Context: an optimization exercise on an open-source flow, tuned for small area, a short achievable clock period and few clock cycles. The choices shown serve that exercise and are no tape-out recipe.
In this exercise RTL edits were held to simulation tests only and were not proved equivalent to the original.
Power and IR drop assume default switching activity.

--- flow/design.v ---
module rtx_offload (
    input  wire        clk,
    input  wire        rst,
    input  wire        cmd_valid,
    output wire        cmd_ready,
    input  wire [31:0] cmd_data,
    input  wire        cmd_last,
    output wire        rsp_valid,
    input  wire        rsp_ready,
    output wire [31:0] rsp_data,
    output wire        rsp_last
);
    localparam N_OUT = 8;
    localparam [7:0] ST_OK      = 8'd0;
    localparam [7:0] ST_ILLEGAL = 8'd1;
    localparam [7:0] ST_NOCFG   = 8'd2;
    localparam [7:0] ST_ARG     = 8'd3;
    localparam [7:0] ST_FULL    = 8'd5;
    localparam [7:0] ST_RANGE   = 8'd7;
    localparam [7:0] OP_NOP     = 8'h00;
    localparam [7:0] OP_RDREG   = 8'h01;
    localparam [7:0] OP_SRESET  = 8'h02;
    localparam [7:0] OP_WADD    = 8'h10;
    localparam [7:0] OP_WDIFF   = 8'h11;
    localparam [7:0] OP_WWRAP   = 8'h12;
    localparam [7:0] OP_WUNWRAP = 8'h13;
    localparam [7:0] OP_TINIT   = 8'h40;
    localparam [7:0] OP_TSENT   = 8'h41;
    localparam [7:0] OP_TACK    = 8'h42;
    localparam [7:0] OP_TTICK   = 8'h43;
    localparam [7:0] OP_TSEQNO  = 8'h44;
    localparam [1:0] S_RX   = 2'd0;
    localparam [1:0] S_EXEC = 2'd1;
    localparam [1:0] S_POP  = 2'd2;
    localparam [1:0] S_TX   = 2'd3;
    reg [1:0]  state;
    reg [31:0] hdr;
    reg [31:0] op0, op1, op2, op3;
    reg [2:0]  wcnt;             
    reg [31:0] rbuf [0:5];
    reg [2:0]  rlen;             
    reg [2:0]  ridx;             
    reg        cfgd_t;
    reg [31:0] t_isn;
    reg [31:0] t_init_rto;
    reg [31:0] t_max_retx;
    reg [63:0] t_next_seqno;
    reg [63:0] t_last_ackno;
    reg [15:0] t_window;
    reg [63:0] t_outb;
    reg [31:0] t_rto;
    reg [31:0] t_timer;
    reg        t_running;
    reg [31:0] t_consec;
    reg [63:0] q_abs [0:N_OUT-1];
    reg [15:0] q_len [0:N_OUT-1];
    reg [2:0]  q_head;
    reg [2:0]  q_tail;
    reg [3:0]  q_count;
    reg [31:0] pop_cnt;
    function [31:0] f_wrap;
        input [63:0] n;
        input [31:0] isn;
        begin
            f_wrap = isn + n[31:0];
        end
    endfunction
    function [64:0] f_unwrap;
        input [31:0] w;
        input [31:0] isn;
        input [63:0] chk;
        reg   [31:0] offset;
        reg   [64:0] cand;
        reg          err;
        begin
            offset = w - isn;
            cand   = {1'b0, chk[63:32], offset};
            err    = 1'b0;
            if (cand[63:0] < chk) begin
                cand = cand + 65'h1_0000_0000;
                if (cand[64])
                    err = 1'b1;
            end
            if (!err && cand[63:32] != 32'd0 &&
                (cand[63:0] - chk) > (chk - (cand[63:0] - 64'h1_0000_0000)))
                cand = cand - 65'h1_0000_0000;
            f_unwrap = {err, cand[63:0]};
        end
    endfunction
    wire [7:0]  opcode = hdr[31:24];
    wire [15:0] hlen   = hdr[15:0];
    reg        known;
    reg [31:0] mask;
    reg [2:0]  nops;
    always @(*) begin
        known = 1'b1;
        mask  = 32'hFFFF_FFFF;
        nops  = 3'd0;
        case (opcode)
            OP_NOP:     nops = 3'd0;
            OP_RDREG:   begin nops = 3'd0; mask = 32'hFFFF_0000; end
            OP_SRESET:  nops = 3'd0;
            OP_WADD:    nops = 3'd2;
            OP_WDIFF:   nops = 3'd2;
            OP_WWRAP:   nops = 3'd3;
            OP_WUNWRAP: nops = 3'd4;
            OP_TINIT:   nops = 3'd3;
            OP_TSENT:   begin nops = 3'd0; mask = 32'hFFFF_0000; end
            OP_TACK:    nops = 3'd2;
            OP_TTICK:   nops = 3'd1;
            OP_TSEQNO:  nops = 3'd0;
            default:    known = 1'b0;
        endcase
    end
    wire legal = known && ((hdr & mask) == {opcode, 24'd0}) &&
                 (wcnt == nops + 3'd1);
    wire [63:0] head_abs   = (q_count != 4'd0) ? q_abs[q_head] : 64'd0;
    wire [15:0] head_len   = (q_count != 4'd0) ? q_len[q_head] : 16'd0;
    wire [63:0] win1       = (t_window == 16'd0) ? 64'd1 : {48'd0, t_window};
    wire [63:0] usable     = (t_outb >= win1) ? 64'd0 : win1 - t_outb;
    wire        retx_exc   = t_consec > t_max_retx;
    reg        rd_ok;
    reg [63:0] rd_val;
    always @(*) begin
        rd_ok  = 1'b1;
        rd_val = 64'd0;
        case (hlen)
            16'h0000: rd_val = 64'd1;
            16'h0001: rd_val = {61'd0, cfgd_t, 2'b00};
            16'h0003: rd_val = N_OUT;
            16'h4000: rd_val = {32'd0, t_isn};
            16'h4001: rd_val = {32'd0, t_init_rto};
            16'h4002: rd_val = {32'd0, t_max_retx};
            16'h4003: rd_val = t_next_seqno;
            16'h4004: rd_val = t_last_ackno;
            16'h4005: rd_val = {48'd0, t_window};
            16'h4006: rd_val = t_outb;
            16'h4007: rd_val = {32'd0, t_rto};
            16'h4008: rd_val = {32'd0, t_timer};
            16'h4009: rd_val = {63'd0, t_running};
            16'h400A: rd_val = {32'd0, t_consec};
            16'h400B: rd_val = {60'd0, q_count};
            16'h400C: rd_val = usable;
            16'h400D: rd_val = {63'd0, retx_exc};
            16'h400E: rd_val = head_abs;
            16'h400F: rd_val = {48'd0, head_len};
            default:  rd_ok = 1'b0;
        endcase
    end
    wire [64:0] w_unwrap   = f_unwrap(op0, op1, {op3, op2});
    wire [64:0] ack_unwrap = f_unwrap(op0, t_isn, t_last_ackno);
    wire [63:0] ack_abs    = ack_unwrap[63:0];
    wire [64:0] sent_end   = {1'b0, t_next_seqno} + {49'd0, hlen};
    wire [32:0] timer_sum  = {1'b0, t_timer} + {1'b0, op0};
    wire [31:0] timer_new  = timer_sum[32] ? 32'hFFFF_FFFF : timer_sum[31:0];
    wire [63:0] head_end   = q_abs[q_head] + {48'd0, q_len[q_head]};
    function [31:0] rsp_hdr;
        input [7:0] op;
        input [7:0] st;
        begin
            rsp_hdr = {op, st, 16'd0};
        end
    endfunction
    task reset_unit_t;
        begin
            cfgd_t       <= 1'b0;
            t_isn        <= 32'd0;
            t_init_rto   <= 32'd0;
            t_max_retx   <= 32'd0;
            t_next_seqno <= 64'd0;
            t_last_ackno <= 64'd0;
            t_window     <= 16'd1;
            t_outb       <= 64'd0;
            t_rto        <= 32'd0;
            t_timer      <= 32'd0;
            t_running    <= 1'b0;
            t_consec     <= 32'd0;
            q_head       <= 3'd0;
            q_tail       <= 3'd0;
            q_count      <= 4'd0;
        end
    endtask
    always @(posedge clk) begin
        if (rst) begin
            state <= S_RX;
            wcnt  <= 3'd0;
            ridx  <= 3'd0;
            rlen  <= 3'd0;
            reset_unit_t;
        end else begin
            case (state)
                S_RX: begin
                    if (cmd_valid) begin
                        case (wcnt)
                            3'd0: hdr <= cmd_data;
                            3'd1: op0 <= cmd_data;
                            3'd2: op1 <= cmd_data;
                            3'd3: op2 <= cmd_data;
                            3'd4: op3 <= cmd_data;
                            default: ;
                        endcase
                        if (wcnt != 3'd7)
                            wcnt <= wcnt + 3'd1;
                        if (cmd_last)
                            state <= S_EXEC;
                    end
                end
                S_EXEC: begin
                    ridx    <= 3'd0;
                    state   <= S_TX;
                    rlen    <= 3'd1;
                    rbuf[0] <= rsp_hdr(opcode, ST_OK);
                    if (!legal) begin
                        rbuf[0] <= rsp_hdr(opcode, ST_ILLEGAL);
                    end else begin
                        case (opcode)
                            OP_NOP: ;
                            OP_RDREG: begin
                                if (!rd_ok) begin
                                    rbuf[0] <= rsp_hdr(opcode, ST_ARG);
                                end else begin
                                    rbuf[1] <= rd_val[31:0];
                                    rbuf[2] <= rd_val[63:32];
                                    rlen    <= 3'd3;
                                end
                            end
                            OP_SRESET: reset_unit_t;
                            OP_WADD: begin
                                rbuf[1] <= op0 + op1;
                                rlen    <= 3'd2;
                            end
                            OP_WDIFF: begin
                                rbuf[1] <= op0 - op1;
                                rlen    <= 3'd2;
                            end
                            OP_WWRAP: begin
                                rbuf[1] <= f_wrap({op1, op0}, op2);
                                rlen    <= 3'd2;
                            end
                            OP_WUNWRAP: begin
                                if (w_unwrap[64]) begin
                                    rbuf[0] <= rsp_hdr(opcode, ST_RANGE);
                                end else begin
                                    rbuf[1] <= w_unwrap[31:0];
                                    rbuf[2] <= w_unwrap[63:32];
                                    rlen    <= 3'd3;
                                end
                            end
                            OP_TINIT: begin
                                cfgd_t       <= 1'b1;
                                t_isn        <= op0;
                                t_init_rto   <= op1;
                                t_max_retx   <= op2;
                                t_next_seqno <= 64'd0;
                                t_last_ackno <= 64'd0;
                                t_window     <= 16'd1;
                                t_outb       <= 64'd0;
                                t_rto        <= op1;
                                t_timer      <= 32'd0;
                                t_running    <= 1'b0;
                                t_consec     <= 32'd0;
                                q_head       <= 3'd0;
                                q_tail       <= 3'd0;
                                q_count      <= 4'd0;
                            end
                            OP_TSENT: begin
                                if (!cfgd_t)
                                    rbuf[0] <= rsp_hdr(opcode, ST_NOCFG);
                                else if (hlen == 16'd0)
                                    rbuf[0] <= rsp_hdr(opcode, ST_ARG);
                                else if (q_count == N_OUT)
                                    rbuf[0] <= rsp_hdr(opcode, ST_FULL);
                                else if (sent_end[64])
                                    rbuf[0] <= rsp_hdr(opcode, ST_RANGE);
                                else begin
                                    q_abs[q_tail] <= t_next_seqno;
                                    q_len[q_tail] <= hlen;
                                    q_tail        <= q_tail + 3'd1;
                                    q_count       <= q_count + 4'd1;
                                    t_next_seqno  <= sent_end[63:0];
                                    t_outb        <= t_outb + {48'd0, hlen};
                                    if (!t_running) begin
                                        t_running <= 1'b1;
                                        t_timer   <= 32'd0;
                                    end
                                    rbuf[1] <= f_wrap(t_next_seqno, t_isn);
                                    rbuf[2] <= t_next_seqno[31:0];
                                    rbuf[3] <= t_next_seqno[63:32];
                                    rlen    <= 3'd4;
                                end
                            end
                            OP_TACK: begin
                                if (!cfgd_t)
                                    rbuf[0] <= rsp_hdr(opcode, ST_NOCFG);
                                else if (op1[31:16] != 16'd0)
                                    rbuf[0] <= rsp_hdr(opcode, ST_ARG);
                                else if (ack_unwrap[64])
                                    rbuf[0] <= rsp_hdr(opcode, ST_RANGE);
                                else if (ack_abs > t_next_seqno) begin
                                    rbuf[1] <= 32'd0;
                                    rbuf[2] <= 32'd0;
                                    rlen    <= 3'd3;
                                end else begin
                                    t_window <= op1[15:0];
                                    if (ack_abs <= t_last_ackno) begin
                                        rbuf[1] <= 32'd1;
                                        rbuf[2] <= 32'd0;
                                        rlen    <= 3'd3;
                                    end else begin
                                        t_last_ackno <= ack_abs;
                                        pop_cnt      <= 32'd0;
                                        state        <= S_POP;
                                    end
                                end
                            end
                            OP_TTICK: begin
                                if (!cfgd_t) begin
                                    rbuf[0] <= rsp_hdr(opcode, ST_NOCFG);
                                end else begin
                                    rbuf[1] <= 32'd0;
                                    rbuf[2] <= 32'd0;
                                    rbuf[3] <= 32'd0;
                                    rbuf[4] <= 32'd0;
                                    rbuf[5] <= 32'd0;
                                    rlen    <= 3'd6;
                                    if (t_running) begin
                                        t_timer <= timer_new;
                                        if (timer_new >= t_rto) begin
                                            if (q_count != 4'd0) begin
                                                rbuf[1] <= 32'd3;
                                                rbuf[2] <= f_wrap(head_abs, t_isn);
                                                rbuf[3] <= head_abs[31:0];
                                                rbuf[4] <= head_abs[63:32];
                                                rbuf[5] <= {16'd0, head_len};
                                            end else begin
                                                rbuf[1] <= 32'd1;
                                            end
                                            if (t_window != 16'd0) begin
                                                if (t_consec != 32'hFFFF_FFFF)
                                                    t_consec <= t_consec + 32'd1;
                                                t_rto <= t_rto[31] ? 32'hFFFF_FFFF
                                                                   : {t_rto[30:0], 1'b0};
                                            end
                                            t_timer <= 32'd0;
                                        end
                                    end
                                end
                            end
                            OP_TSEQNO: begin
                                if (!cfgd_t) begin
                                    rbuf[0] <= rsp_hdr(opcode, ST_NOCFG);
                                end else begin
                                    rbuf[1] <= f_wrap(t_next_seqno, t_isn);
                                    rlen    <= 3'd2;
                                end
                            end
                            default: ;
                        endcase
                    end
                end
                S_POP: begin
                    if (q_count != 4'd0 && head_end <= t_last_ackno) begin
                        t_outb  <= t_outb - {48'd0, q_len[q_head]};
                        q_head  <= q_head + 3'd1;
                        q_count <= q_count - 4'd1;
                        pop_cnt <= pop_cnt + 32'd1;
                    end else begin
                        t_rto     <= t_init_rto;
                        t_timer   <= 32'd0;
                        t_running <= (q_count != 4'd0);
                        t_consec  <= 32'd0;
                        rbuf[0]   <= rsp_hdr(opcode, ST_OK);
                        rbuf[1]   <= 32'd1;
                        rbuf[2]   <= pop_cnt;
                        rlen      <= 3'd3;
                        ridx      <= 3'd0;
                        state     <= S_TX;
                    end
                end
                S_TX: begin
                    if (rsp_ready) begin
                        if (ridx == rlen - 3'd1) begin
                            ridx  <= 3'd0;
                            wcnt  <= 3'd0;
                            state <= S_RX;
                        end else begin
                            ridx <= ridx + 3'd1;
                        end
                    end
                end
                default: state <= S_RX;
            endcase
        end
    end
    assign cmd_ready = (state == S_RX);
    assign rsp_valid = (state == S_TX);
    assign rsp_data  = rbuf[ridx];
    assign rsp_last  = (state == S_TX) && (ridx == rlen - 3'd1);
endmodule
--- flow/run.sh ---
#!/bin/bash
# synth_recipe.tcl (not shown) runs the flow's synth.tcl, then flattens the netlist and writes it again
# the make line also repeats each setting of config.mk as NAME=value (left out here)
make -C /OpenROAD-flow-scripts/flow DESIGN_CONFIG=/design/flow/config.mk WORK_HOME=/design/flow/orfs CLKGATE_MAP_FILE= SYNTH_SCRIPT=/design/flow/synth_recipe.tcl finish
--- flow/config.mk ---
export PLATFORM = sky130hd
export DESIGN_NAME = rtx_offload
export DESIGN_NICKNAME = rtx_offload
export VERILOG_FILES = /design/flow/design.v
export SDC_FILE = /design/flow/constraint.sdc
export NUM_CORES = 4
export LEC_CHECK = 0
export CAP_MARGIN = 20
export CORE_MARGIN = 2
export CORE_UTILIZATION = 30
export SLEW_MARGIN = 20
--- flow/constraint.sdc ---
create_clock -name core_clock -period 20.0 [get_ports {clk}]
set_input_delay 4.0000 -clock core_clock [delete_from_list [all_inputs] [get_ports {clk}]]
set_output_delay 4.0000 -clock core_clock [all_outputs]
set_load 0.01 [all_outputs]
==> run summary <==
[final cells by class]
class                   count  area [um2]
well taps                4515        5650
fillers                 34600      222000
clock buffers             209        4380
inverters                 709        2660
flip-flops and latches   1413       38200
multi-input cells        8059       58900
repair buffers            346        2820
clock inverters            92        1290
diodes                     10        25.0
[cell usage in the layout, fill, tap and decap left out, drive strengths merged, types with 213 or more instances in the layout]
cell       n
ha      1012
edfxtp   987
nor2     880
a21oi    836
nand2    722
inv      712
o21ai    530
xnor2    518
dfxtp    426
a21o     351
buf      276
nand3    267
a22oi    252
nor3     233
xor2     213
[logic make-up after synthesis]
kind of cell / Yosys count
AOI/OAI and AO/OA: 2990
xor gates and xnor gates: 731
adders and majority gates: 1032
buffers and inverters: 1187
DFF: 1413
muxes: 271
and+or+nand+nor: 3035
[per-layer routing]
metal	wire, um	share of wire [%]	vias to the layer above	track usage, %
li1	-	-	39900	-
met5	34	0.0077	-	0
met3	45100	10	935	4.83
met1	182000	41	43600	33.9
met2	182000	42	4949	36.4
met4	29600	6.7	6	14.4
[worst paths after layout]
path	from	to	slack, ps	cells after the start
max	op0[0]$_DFFE_PP_	pop_cnt[29]$_SDFFCE_PN0P_	950	69
min	q_head[1]$_SDFFE_PP0P_	flip-flop	480	2
max reg2reg	op0[0]$_DFFE_PP_	pop_cnt[29]$_SDFFCE_PN0P_	950	69
min reg2reg	q_head[1]$_SDFFE_PP0P_	flip-flop	480	2
[metrics by stage]
stage | setup WS [ps] | std cells | cell area [um2] | hold slack (ps) | total power [uW]
detailed placement | 780 | 15000 | 108000 | 492 | 7280
CTS | 733 | 15300 | 114000 | 488 | 10500
global placement | 933 | 15000 | 108000 | 476 | 7280
global route | 126 | 15300 | 114000 | 532 | 11000
finish | 949 | 15400 | 114000 | 484 | 10600
floorplan | 3150 | 10700 | 101000 | 424 | 5890
[power groups by stage]
stage | Clock [uW] | Sequential, uW | Combinational (uW)
after floorplan | 0 | 3400 | 2490
after detailed placement | 0 | 3510 | 3770
after global placement | 0 | 3510 | 3770
after CTS | 3230 | 3450 | 3790
final | 3210 | 3470 | 3910
after global routing | 3340 | 3460 | 4150
[flip-flops by register name, summed over array words and instances, names as in the netlist, 64 cells and up, named ones only]
| register | count |
|---|---|
| t_outb | 64 |
| rbuf | 155 |
| q_abs | 512 |
| t_next_seqno | 64 |
| t_last_ackno | 64 |
| q_len | 128 |
[worst register-to-register path, delay by kind of cell, from the launching register on]
| family | cells | cell delay (ps) |
|---|---|---|
| AOI/OAI and AO/OA | 23 | 5980 |
| xor gates and xnor gates | 3 | 1050 |
| adders and majority gates | 7 | 2550 |
| buffers and inverters | 9 | 1650 |
| DFF | 1 | 460 |
| and+or+nand+nor | 27 | 6990 |
==> metrics.csv <==
stage,metric,value,unit
clock_network,CTS resizes,0,
drt,routed vias/inst,5.82,
sta,fin. max-slew vios,0,
synth,#FFs+latches synth,1413,
floorplanning,# IOs,72,
setup_path,WP data required,20490,ps
placement,HPWL Detailed,338000,um
synth,YS warnings,2,
power_and_ir_drop,switch share,38.9,%
clock_network,# hold bufs at CTS,0,
setup_path,CP max FO,32,
global_route,Tot GR Track Use,24.8,%
drt,Vias,89400,
synth,synthesized area per cell,9.50,um2
sta,Setup Skew,74.8,ps
synth,"area leader, netlist",edfxtp_1,
synth,"FFs w/ async S/R, synth",0,%
drt,Wirelength per Cell,28.6,um
global_route,initial antenna violation count,26,
global_route,pin count of the biggest net entering global routing,81,
synth,Most used DFF post-synth,edfxtp_1,
power_and_ir_drop,P_sw,4120,uW
setup_path,slowest cell on the critical path,or4_1,
global_route,GRT overflow,0,
floorplanning,Initial Utilization,30.1,%
drt,DR pass1 iterations,9,
placement,PortBufs,71,
synth,Compound-Gate Fraction of Synth Area,19.4,%
synth,main combinational cell family by area after synthesis,compound AO/OA/AOI/OAI gates,
sta,RSZ-0062 raised after global routing,no,
setup_path,Crit. End Element,flip-flop,
synth,simple-gate share of the synthesized area,14.5,%
sta,final hold vios,0,
finish,final net count,11800,
power_and_ir_drop,Seq pwr share,32.8,%
sta,setup TNS,0,ps
power_and_ir_drop,Worst VDD drop,0.0000748,V
drt,Routed Antenna Nets,0,
clock_network,setup bufs post-CTS,0,
synth,syn_nets,11700,
finish,Syn-to-layout area delta,12.5,%
setup_path,"Largest stage delay, worst path",670,ps
synth,mux cell area share after synthesis,4.70,%
synth,post-synthesis cell type count,107,
finish,fin util,33.9,%
synth,Synth area leaders,"edfxtp_1, ha_1, dfxtp_1",
synth,cell with the most instances after synthesis,ha_1,
sta,Slew @ Worst Pin,1350,ps
floorplanning,Die H,585,um
power_and_ir_drop,combinational share of power,36.9,%
synth,top-area cell type share of the netlist area,29.3,%
synth,Adder-Cell Fraction of Synth Area,12.9,%
setup_path,critical path launch point type,flip-flop,
setup_path,CP Class,reg2reg,
worst_hold_path,worst min path class,reg2reg,
sta,fin crit period,19050,ps
clock_network,Max clock buf depth,3,
floorplanning,row cnt,213,
power_and_ir_drop,Int Power,6460,uW
sta,Slew headroom,10.0,%
sta,final worst-path cycle share,95.3,%
run_status,status,no timing/DRC/antenna violations,
power_and_ir_drop,pwr dens,92.9,mW/mm2
synth,number of flops mapped to enable cells by yosys,987,
sta,final setup fails,0,
job,Max-Cap Viols,0,
clock_network,CTS root buf,clkbuf_16,
setup_path,Critical Path AT,19550,ps
floorplanning,Core Area,0.336,mm2
setup_path,"delay-heaviest family, CP",simple AND/OR/NAND/NOR gates,
clock_network,H-tree depth,4,
sta,FMAX,0.0525,GHz
setup_path,worst path bufs/invs,9,
drt,DRC Markers,0,
global_route,first-pass GRT wire length,614000,um
synth,Post-Synth XOR/XNOR Area,6.32,%
drt,Iteration-0 DRC Markers,12500,
power_and_ir_drop,clock power share,30.3,%
synth,post-synthesis sequential area ratio,37.7,%
floorplanning,DIE WIDTH,585,um
power_and_ir_drop,leakage power,0.0429,uW
finish,ratio of cells with drive above 1 in the final layout,8.00,%
floorplanning,area of the die,0.342,mm2
clock_network,total CTS buffers,162,
synth,Synth Cell Area,0.101,mm2
clock_network,clock transition at the registers of the reported paths,60,ps
global_route,vias in the first global route,82900,
synth,post-synthesis instance total,10700,
synth,Post-synth top cells,"ha_1, edfxtp_1, nor2_1",
clock_network,CTS tree,yes,
drt,WL final,439000,um
clock_network,worst skew pair latency,900,ps
clock_network,clk sinks,1413,
setup_path,"most used cell, CP",ha_1,
placement,final RePlAce weighted congestion,1.04,
Testbench counts, summed over its fixed seeds: cycles 57,956.

==> separate check: timing with driven ports <==
In the flow no input, the clock included, has a driving cell. The finished layout below was timed again as built, in two steps. Step 1 assumes that a clkbuf_16 drives the clock port and a buf_2 every other input. Step 2 adds t to the input delays and takes it off the output delays; t is the mean of the earliest and latest rising clock arrival at the registers after step 1. Input paths then give back, and output paths get back, about the clock's delay inside the block. Three values: no drivers, after step 1, after step 2; two values: the first two.
t (ns): 0.980
setup slack, ns: 0.949 / 0.949 / 0.949
worst setup path after step 2: register to register
worst slew at a driven data input, ns: 0.08
After both steps setup and hold are still met in this run. For this run, drivers alone change the setup slack by 0.000 ns; drivers and shift together by 0.000 ns.
